This is an optimization exercise on Yosys and OpenROAD, whose aim is small area and a short achievable clock period, not a production implementation. Where RTL was checked, it was by simulation tests only, not by an equivalence proof against the original.

==> job 7867: inputs <==
## fft_butterfly_r2
module fft_butterfly_r2 (
    input  wire        clk,
    input  wire        rst,
    input  wire        in_valid,
    input  wire        inverse,
    input  wire [31:0] a_re,
    input  wire [31:0] a_im,
    input  wire [31:0] b_re,
    input  wire [31:0] b_im,
    input  wire [31:0] w_re,
    input  wire [31:0] w_im,
    output reg         out_valid,
    output reg  [31:0] x0_re,
    output reg  [31:0] x0_im,
    output reg  [31:0] x1_re,
    output reg  [31:0] x1_im
);
    reg v0, v1, v2;
    always @(posedge clk) begin
        if (rst) begin
            v0        <= 1'b0;
            v1        <= 1'b0;
            v2        <= 1'b0;
            out_valid <= 1'b0;
        end else begin
            v0        <= in_valid;
            v1        <= v0;
            v2        <= v1;
            out_valid <= v2;
        end
    end
    reg [31:0] r0_are, r0_aim, r0_bre, r0_bim, r0_wre, r0_wim;
    reg        r0_inv;
    always @(posedge clk) begin
        r0_are <= a_re;
        r0_aim <= a_im;
        r0_bre <= b_re;
        r0_bim <= b_im;
        r0_wre <= w_re;
        r0_wim <= w_im;
        r0_inv <= inverse;
    end
    wire [31:0] wi = {r0_wim[31] ^ r0_inv, r0_wim[30:0]};
    wire [127:0] opnd = {r0_bim, r0_bre, wi, r0_wre};
    wire [19:0]  op_lz, op_tz;
    genvar go;
    generate
        for (go = 0; go < 4; go = go + 1) begin : g_op
            wire [31:0] xo = opnd[32*go +: 32];
            wire [23:0] mo = {xo[30:23] != 8'd0, xo[22:0]};
            reg  [4:0]  lzo, tzo;
            integer     i;
            always @* begin
                lzo = 5'd0;
                for (i = 0; i < 24; i = i + 1)
                    if (mo[i]) lzo = 5'd23 - i[4:0];
                tzo = 5'd0;
                for (i = 23; i >= 0; i = i - 1)
                    if (mo[i]) tzo = i[4:0];
            end
            assign op_lz[5*go +: 5] = lzo;
            assign op_tz[5*go +: 5] = tzo;
        end
    endgenerate
    localparam [7:0] IA = {2'd1, 2'd0, 2'd1, 2'd0};    
    localparam [7:0] IB = {2'd2, 2'd3, 2'd3, 2'd2};
    wire [127:0] prod;
    genvar gm;
    generate
  ...
export LEC_CHECK = 0
export CAP_MARGIN = 20
export CORE_MARGIN = 2
export CORE_UTILIZATION = 45
export SETUP_SLACK_MARGIN = 2
export SLEW_MARGIN = 20
export SYNTH_HIERARCHICAL = 1
create_clock -name core_clock -period 80.0 [get_ports {clk}]
run.sh (not shown) runs the stock make flow with config.mk's settings and CLKGATE_MAP_FILE= SYNTH_SCRIPT=/design/flow/synth_recipe.tcl, a recipe that flattens the netlist after the stock synthesis.
==> job 829 (differences from job 7867) <==
--- a/flow/design.v
+++ b/flow/design.v
@@ -66,14 +66,15 @@
         r0_wre <= w_re;
         r0_wim <= w_im;
         r0_inv <= inverse;
     end
     wire [31:0] wi = {r0_wim[31] ^ r0_inv, r0_wim[30:0]};
     wire [127:0] opnd = {r0_bim, r0_bre, wi, r0_wre};
     wire [19:0]  op_lz, op_tz;
+    wire [23:0]  op_one, op_two, op_neg;
     genvar go;
     generate
         for (go = 0; go < 4; go = go + 1) begin : g_op
             wire [31:0] xo = opnd[32*go +: 32];
             wire [23:0] mo = {xo[30:23] != 8'd0, xo[22:0]};
             reg  [4:0]  lzo, tzo;
             integer     i;
@@ -84,14 +85,27 @@
                 tzo = 5'd0;
                 for (i = 23; i >= 0; i = i - 1)
                     if (mo[i]) tzo = i[4:0];
             end
             assign op_lz[5*go +: 5] = lzo;
             assign op_tz[5*go +: 5] = tzo;
         end
+        for (go = 0; go < 2; go = go + 1) begin : g_enc
+            wire [31:0] xo = opnd[32*go +: 32];
+            wire [24:0] me = {xo[30:23] != 8'd0, xo[22:0], 1'b0};
+            genvar gd;
+            for (gd = 0; gd < 12; gd = gd + 1) begin : g_d
+                wire b2 = me[2*gd + 2];
+                wire b1 = me[2*gd + 1];
+                wire b0 = me[2*gd];
+                assign op_one[12*go + gd] = b1 ^ b0;
+                assign op_two[12*go + gd] = (b2 & ~b1 & ~b0) | (~b2 & b1 & b0);
+                assign op_neg[12*go + gd] = b2;
+            end
+        end
     endgenerate
     localparam [7:0] IA = {2'd1, 2'd0, 2'd1, 2'd0};    
     localparam [7:0] IB = {2'd2, 2'd3, 2'd3, 2'd2};
     wire [127:0] prod;
     genvar gm;
     generate
         for (gm = 0; gm < 4; gm = gm + 1) begin : g_mul
@@ -120,14 +134,17 @@
             wire b_nan  = b_max & ~b_fz;
             wire a_inf  = a_max & a_fz;
             wire b_inf  = b_max & b_fz;
             wire a_zero = a_sub & a_fz;
             wire b_zero = b_sub & b_fz;
         wire [23:0] ma = {~a_sub, fa};
         wire [23:0] mb = {~b_sub, fb};
+        wire [11:0] bone = op_one[12*JA +: 12];
+        wire [11:0] btwo = op_two[12*JA +: 12];
+        wire [11:0] bneg = op_neg[12*JA +: 12];
         wire pp1;
         assign pp1 = ~(ma[0] & mb[0]);
         wire pp2;
         assign pp2 = ~(ma[0] & mb[1]);
         wire pp3;
         assign pp3 = ~(ma[0] & mb[2]);
         wire pp4;
==> flow/flow/run.sh (new file) <==
#!/bin/bash
set -euo pipefail
SETUP_MARGIN=62.8
bash standard.sh synth > synth.log 2>&1
bash standard.sh "SETUP_SLACK_MARGIN=$SETUP_MARGIN" \
    "BUFFER_PORTS_ARGS=-buffer_cell sky130_fd_sc_hd__buf_2" \
    floorplan > floorplan.log 2>&1
bash standard.sh "SETUP_SLACK_MARGIN=$SETUP_MARGIN" \
    "BUFFER_PORTS_ARGS=-buffer_cell sky130_fd_sc_hd__buf_2" \
    place > place.log 2>&1
bash standard.sh "SETUP_SLACK_MARGIN=$SETUP_MARGIN" \
    "BUFFER_PORTS_ARGS=-buffer_cell sky130_fd_sc_hd__buf_2" \
    cts > cts.log 2>&1
bash standard.sh "SETUP_SLACK_MARGIN=$SETUP_MARGIN" \
    "BUFFER_PORTS_ARGS=-buffer_cell sky130_fd_sc_hd__buf_2" \
    finish > finish.log 2>&1
==> flow/standard.sh (new file) <==
#!/bin/bash
# synth_recipe.tcl (not shown) runs the flow's synth.tcl, then flattens the netlist and writes it again
# the make line also repeats each setting of config.mk as NAME=value (left out here)
make -C /OpenROAD-flow-scripts/flow DESIGN_CONFIG=/design/flow/config.mk WORK_HOME=/design/flow/orfs CLKGATE_MAP_FILE= SYNTH_SCRIPT=/design/flow/synth_recipe.tcl "${@:-finish}"
removed: flow/run.sh
==> run notes <==
met3 Use GR=5.49%; Final non-clock buffer share=3.87%; status=timing/DRC/antenna clean; commonest non-fill, non-tap cells in the layout=nand2_1, fa_1, mux2i_1; CP Capture Type=primary output; data arrival time of the worst path=1320 ps; Reg area=13200 µm²; relative slew slack=22.6%; 1st-iter DRT viols=9804; Area growth syn-to-layout=9.41%; crit path to=x0_im[29]; placed cell count=19.2k; XOR/XNOR Fraction of Synth Area=4.90%; r2r setup slk=63550 ps; Via Count=117k
-- figures above: job 829

==> run notes <==
1st-iter DRT viols=10.2k; r2r setup slk=59440 ps; Via Count=117k; data arrival time of the worst path=21360 ps; status=timing/DRC/antenna clean; relative slew slack=24.8%; commonest non-fill, non-tap cells in the layout=nand2_1, fa_1, mux2i_1; Reg area=13000 µm²; CP Capture Type=flip-flop; met3 Use GR=5.17%; Final non-clock buffer share=3.51%; Area growth syn-to-layout=7.38%; crit path to=r2_t[53]
-- figures above: job 7867

The RTL of job 7867 was laid out without a check of its function.

---

==> run E <==
fft_butterfly_r2, a different RTL version from the one above (not shown whole).
==> flow/design.v (excerpt) <==
module fft_butterfly_r2 (
    input  wire        clk,
    input  wire        rst,
    input  wire        in_valid,
    input  wire        inverse,
    input  wire [31:0] a_re,
    input  wire [31:0] a_im,
    input  wire [31:0] b_re,
    input  wire [31:0] b_im,
    input  wire [31:0] w_re,
    input  wire [31:0] w_im,
    output reg         out_valid,
    output reg  [31:0] x0_re,
    output reg  [31:0] x0_im,
    output reg  [31:0] x1_re,
    output reg  [31:0] x1_im
);
    reg v0, v1, v2;
    always @(posedge clk) begin
        if (rst) begin
            v0        <= 1'b0;
            v1        <= 1'b0;
            v2        <= 1'b0;
            out_valid <= 1'b0;
        end else begin
            v0        <= in_valid;
            v1        <= v0;
            v2        <= v1;
            out_valid <= v2;
        end
    end
    reg [31:0] r0_are, r0_aim, r0_bre, r0_bim, r0_wre, r0_wim;
    reg        r0_inv;
    always @(posedge clk) begin
        r0_are <= a_re;
        r0_aim <= a_im;
        r0_bre <= b_re;
        r0_bim <= b_im;
        r0_wre <= w_re;
        r0_wim <= w_im;
        r0_inv <= inverse;
    end
    wire [31:0] wi = {r0_wim[31] ^ r0_inv, r0_wim[30:0]};
    wire [127:0] opnd = {r0_bim, r0_bre, wi, r0_wre};
    wire [19:0]  op_lz, op_tz;
    wire [23:0]  op_onen, op_twon, op_neg;
    genvar go;
    generate
        for (go = 0; go < 4; go = go + 1) begin : g_op
            wire [31:0] xo = opnd[32*go +: 32];
            wire [23:0] mo = {xo[30:23] != 8'd0, xo[22:0]};
            reg  [4:0]  lzo, tzo;
            integer     i;
            always @* begin
                lzo = 5'd0;
                for (i = 0; i < 24; i = i + 1)
                    if (mo[i]) lzo = 5'd23 - i[4:0];
                tzo = 5'd0;
                for (i = 23; i >= 0; i = i - 1)
                    if (mo[i]) tzo = i[4:0];
            end
            assign op_lz[5*go +: 5] = lzo;
            assign op_tz[5*go +: 5] = tzo;
        end
        for (go = 0; go < 2; go = go + 1) begin : g_enc
  ...
Settings: LEC_CHECK=0, CAP_MARGIN=20, CORE_MARGIN=2, CORE_UTILIZATION=60, CTS_CLUSTER_DIAMETER=80, CTS_CLUSTER_SIZE=30, SETUP_SLACK_MARGIN=2, SLEW_MARGIN=20, SYNTH_HIERARCHICAL=1; clock period 80.0 ns.
standard.sh (not shown) runs the stock make flow with config.mk's settings and CLKGATE_MAP_FILE= SYNTH_SCRIPT=/design/flow/synth_recipe.tcl, a recipe that flattens the netlist after the stock synthesis.
==> flow/flow/run.sh <==
#!/bin/bash
set -euo pipefail
SETUP_MARGIN=62.5
bash standard.sh synth > synth.log 2>&1
bash standard.sh "SETUP_SLACK_MARGIN=$SETUP_MARGIN" \
    "BUFFER_PORTS_ARGS=-buffer_cell sky130_fd_sc_hd__buf_2" \
    floorplan > floorplan.log 2>&1
bash standard.sh "SETUP_SLACK_MARGIN=$SETUP_MARGIN" \
    "BUFFER_PORTS_ARGS=-buffer_cell sky130_fd_sc_hd__buf_2" \
    place > place.log 2>&1
bash standard.sh "SETUP_SLACK_MARGIN=$SETUP_MARGIN" \
    "BUFFER_PORTS_ARGS=-buffer_cell sky130_fd_sc_hd__buf_2" \
    cts > cts.log 2>&1
bash standard.sh "SETUP_SLACK_MARGIN=$SETUP_MARGIN" \
    "BUFFER_PORTS_ARGS=-buffer_cell sky130_fd_sc_hd__buf_2" \
    finish > finish.log 2>&1
==> run A (differences from run E) <==
--- a/flow/flow/run.sh
+++ b/flow/flow/run.sh
@@ -1,6 +1,6 @@
 #!/bin/bash
 set -euo pipefail
-SETUP_MARGIN=62.5
+SETUP_MARGIN=62.8
 bash standard.sh synth > synth.log 2>&1
 bash standard.sh "SETUP_SLACK_MARGIN=$SETUP_MARGIN" \
     "BUFFER_PORTS_ARGS=-buffer_cell sky130_fd_sc_hd__buf_2" \
==> notes <==
Against run A, the first-iteration DRC count of run E is smaller by about 5%.
Against run E, the count of clock-buffer cells in the layout of run A is higher by 1.
Of run A and run E, run A has the higher cell count (gap about 0.36%, measured against run E).
Area after synthesis is the same in run A and run E.
Against run A, the non-clock buffer count of run E is lower by 60.
Of run E and run A, run A has the higher register-to-register slack (gap 0.18 ns).
Of run E and run A, run A has the higher final area (gap about 1.3%, measured against run A).
==> figures <==
metric	run E	run A
Diode count	14	16
Slew at the pin closest to its max-slew limit	1.17 ns	1.21 ns
Outcome	finished clean	finished clean
Finished Cell Area	126000 um^2	127000 um^2
Placed Area	120000 um^2	120000 um^2
Detail Route met2 WL	188 mm	190 mm
Vias in the first global route	116425	116447
Number of nets in the final layout	16725	16785
Met1 global-route usage	53.0%	54.1%
Worst clock skew on the final layout	0.0677 ns	0.0573 ns
Wire length on met1	161 mm	163 mm
Worst setup slack after placement	60.16 ns	60.22 ns
Routed wirelength normalized by instance count	26.1 um	26.5 um
Non-Filler Instances	16937	16998

separate check: timing with driven ports:
The results above use ideal ports. As a check the final layouts listed here were re-extracted and re-timed, cells and wires unchanged. Step 1 sets driving cells, clkbuf_16 on the clock port and buf_2 on the other inputs (assumed; they add their load-dependent delay and slew). Step 2 times the ports against the registers' clock, not the clock port: input delays grow and output delays shrink by t, the midpoint of the rising clock arrivals with the driver on. a / b / c = ideal / step 1 / step 2; a / b = the first two.
run	shift t [ns]	slack for setup (ns)	clock arrival spread, ns
job 7867	0.930	59.438 / 59.438 / 59.438	0.147 / 0.147
job 829	0.853	62.681 / 62.601 / 63.454	0.104 / 0.104
run E	0.863	62.769 / 62.653 / 63.161	0.078 / 0.077
run A	0.834	62.766 / 62.662 / 63.344	0.070 / 0.070
After both steps every run listed still meets setup and hold.
